This is an optimization exercise on Yosys and OpenROAD, whose aim is small area, a short achievable clock period and few clock cycles, not a production implementation.
The RTL was checked by simulation tests, not by an equivalence proof against the original design.
Power and IR drop assume default switching activity.

Design sm1_codec, start of the top module:
module sm1_codec (
    input  wire        clk,
    input  wire        rst,           
    input  wire        cmd_valid,
    output wire        cmd_ready,
    input  wire [31:0] cmd_data,
    input  wire        cmd_last,
    input  wire [31:0] ts_in,         
    output wire        rsp_valid,
    input  wire        rsp_ready,
    output wire [31:0] rsp_data,
    output wire        rsp_last
);
    localparam OP_FEED   = 4'h1, OP_DECODE = 4'h2, OP_ENCODE = 4'h3,
               OP_RSTASM = 4'h4, OP_RSTST  = 4'h5, OP_RSTCH  = 4'h6,
               OP_RDST   = 4'h7, OP_WRCFG  = 4'h8, OP_RDCFG  = 4'h9;
    localparam G_DEC = 2'd0, G_STATS = 2'd1, G_FRAME = 2'd2;
    reg        cfg_ver, cfg_cken, cfg_rxdir;
    reg [63:0] s0, s1;                
    reg [3:0]  len0, len1;
    reg [31:0] ok0, ok1, ckf0, ckf1, mal0, mal1, lts0, lts1;
    reg        seen0, seen1;
    reg        cv, cc;                
    reg [3:0]  c_op;
    reg        c_ch, c_b26, c_b25;
    reg [7:0]  c_lo;
    reg [31:0] c_ts;
    reg        c_badop, c_badres, c_badlen, c_ovf;
    reg [6:0]  c_rem;                 
    reg [1:0]  c_wi;                  
    reg [63:0] opr;                   
    reg        fl1, fl2, fl3, fl4;    
    reg        q0v, q1v, q0l, q1l;
    reg [31:0] q0d, q1d;
    reg        gbusy;
    reg [2:0]  gk, glast;
    reg [1:0]  gtype, x_rt;
    reg        x_ch, x_ver, x_opr, x_n9, x_n10;
    reg        pend_v, pend_ch;
    reg [1:0]  pend_kind;             
    reg        rdy;
    assign cmd_ready = rdy;
    assign rsp_valid = q0v;
    assign rsp_data  = q0d;
    assign rsp_last  = q0l;
    wire exec  = cv && cc && !gbusy && !q1v;
    wire gstep = gbusy && !q1v;
    wire push  = exec || gstep;
    wire pop   = q0v && rsp_ready;
  ...
Size in the first run: about 3600 cells after synthesis, ~620 flip-flops, about 100 I/O pins, roughly 0.034 mm² of cells after synthesis.
Settings: LEC_CHECK=0, ABC_CLOCK_PERIOD_IN_PS=3500, CAP_MARGIN=20, CORE_MARGIN=2, CORE_UTILIZATION=40, SETUP_SLACK_MARGIN=5, SLEW_MARGIN=20; clock period 10.0 ns.
run.sh (not shown) runs the stock make flow with config.mk's settings and CLKGATE_MAP_FILE= SYNTH_SCRIPT=/design/flow/synth_recipe.tcl, a recipe that flattens the netlist after the stock synthesis.
Testbench counts at the start, summed over its fixed seeds: cycles 24,764.
==> next run, changes <==
--- a/flow/config.mk
+++ b/flow/config.mk
@@ -6,8 +6,6 @@
 export NUM_CORES = 4
 export LEC_CHECK = 0
-export ABC_CLOCK_PERIOD_IN_PS = 3500
 export CAP_MARGIN = 20
 export CORE_MARGIN = 2
 export CORE_UTILIZATION = 40
-export SETUP_SLACK_MARGIN = 5
 export SLEW_MARGIN = 20
=> Combinational power shrinks by 24%; area after synthesis does not change; die area does not change.


Another version of the RTL of sm1_codec (not shown whole).
Size: ~4300 cells after synthesis.
clock: 10.0 ns
lec_check: 0
cap_margin: 20
core_margin: 2
core_utilization: 40
slew_margin: 20
standard.sh (not shown) runs the stock make flow with config.mk's settings and CLKGATE_MAP_FILE= SYNTH_SCRIPT=/design/flow/synth_recipe.tcl, a recipe that flattens the netlist after the stock synthesis.
==> flow/flow/run.sh <==
#!/bin/bash
set -euo pipefail
bash standard.sh SETUP_SLACK_MARGIN=6.75 finish > standard.log 2>&1
Testbench counts at the start, summed over its fixed seeds: cycles 24,004.
Rerun with:
==> flow/flow/run.sh (replaced) <==
#!/bin/bash
set -euo pipefail
bash standard.sh SETUP_SLACK_MARGIN=6.25 finish > standard.log 2>&1
Effect: Global-route usage falls by 1.1 points; final cell count decreases by 1.7%; wire length came out lower by 4.3%; combinational power fell by about 10%; sequential power stays flat; core utilization fell by 1.9 points.
Rerun with:
==> flow/flow/run.sh (replaced) <==
#!/bin/bash
set -euo pipefail
bash standard.sh SETUP_SLACK_MARGIN=6.5 finish > standard.log 2>&1
Effect: The new run ran to the end with no violations; die area does not change; area after synthesis does not change; setup slack is better by 0.22 ns; clock power hardly moves; total power hardly moves; utilization increases by 0.57 points.

[re-timing with driven ports]
No port has a modelled driver above. Below, the same layouts with a new extraction and two added sets of constraints.
Step 1 (the two cells are an assumption about what drives the block):
set clk [get_ports {clk}]
set_driving_cell -lib_cell sky130_fd_sc_hd__clkbuf_16 $clk
set_driving_cell -lib_cell sky130_fd_sc_hd__buf_2 [delete_from_list [all_inputs] $clk]
Step 2 moves the port delays by t, midway between the first and last clock arrival at a register: inputs arrive t later, outputs are due t later. That takes back most of the time a late clock gives input paths.
Three values: ideal, step 1, step 2; two values: the first two.
run	t (ns)	setup slack, ns	hold WS [ns]	worst data-port slew with drivers (ns)
the first run of note 1	0.697	2.601 / 2.601 / 2.601	0.451 / 0.451 / 0.451	0.08
the second run of note 1	0.713	0.984 / 0.984 / 0.984	0.453 / 0.453 / 0.453	0.07
the first run of note 2	0.719	6.596 / 6.596 / 6.188	0.451 / 0.451 / 0.451	0.05
the second run of note 2	0.733	6.276 / 6.276 / 5.867	0.451 / 0.451 / 0.451	0.05
the third run of note 2	0.746	6.497 / 6.474 / 5.925	0.456 / 0.456 / 0.456	0.05
After both steps setup and hold are still met in every run listed. For the third run of note 2, which loses most, drivers alone change the setup slack by -0.023 ns; drivers and shift together by -0.572 ns.
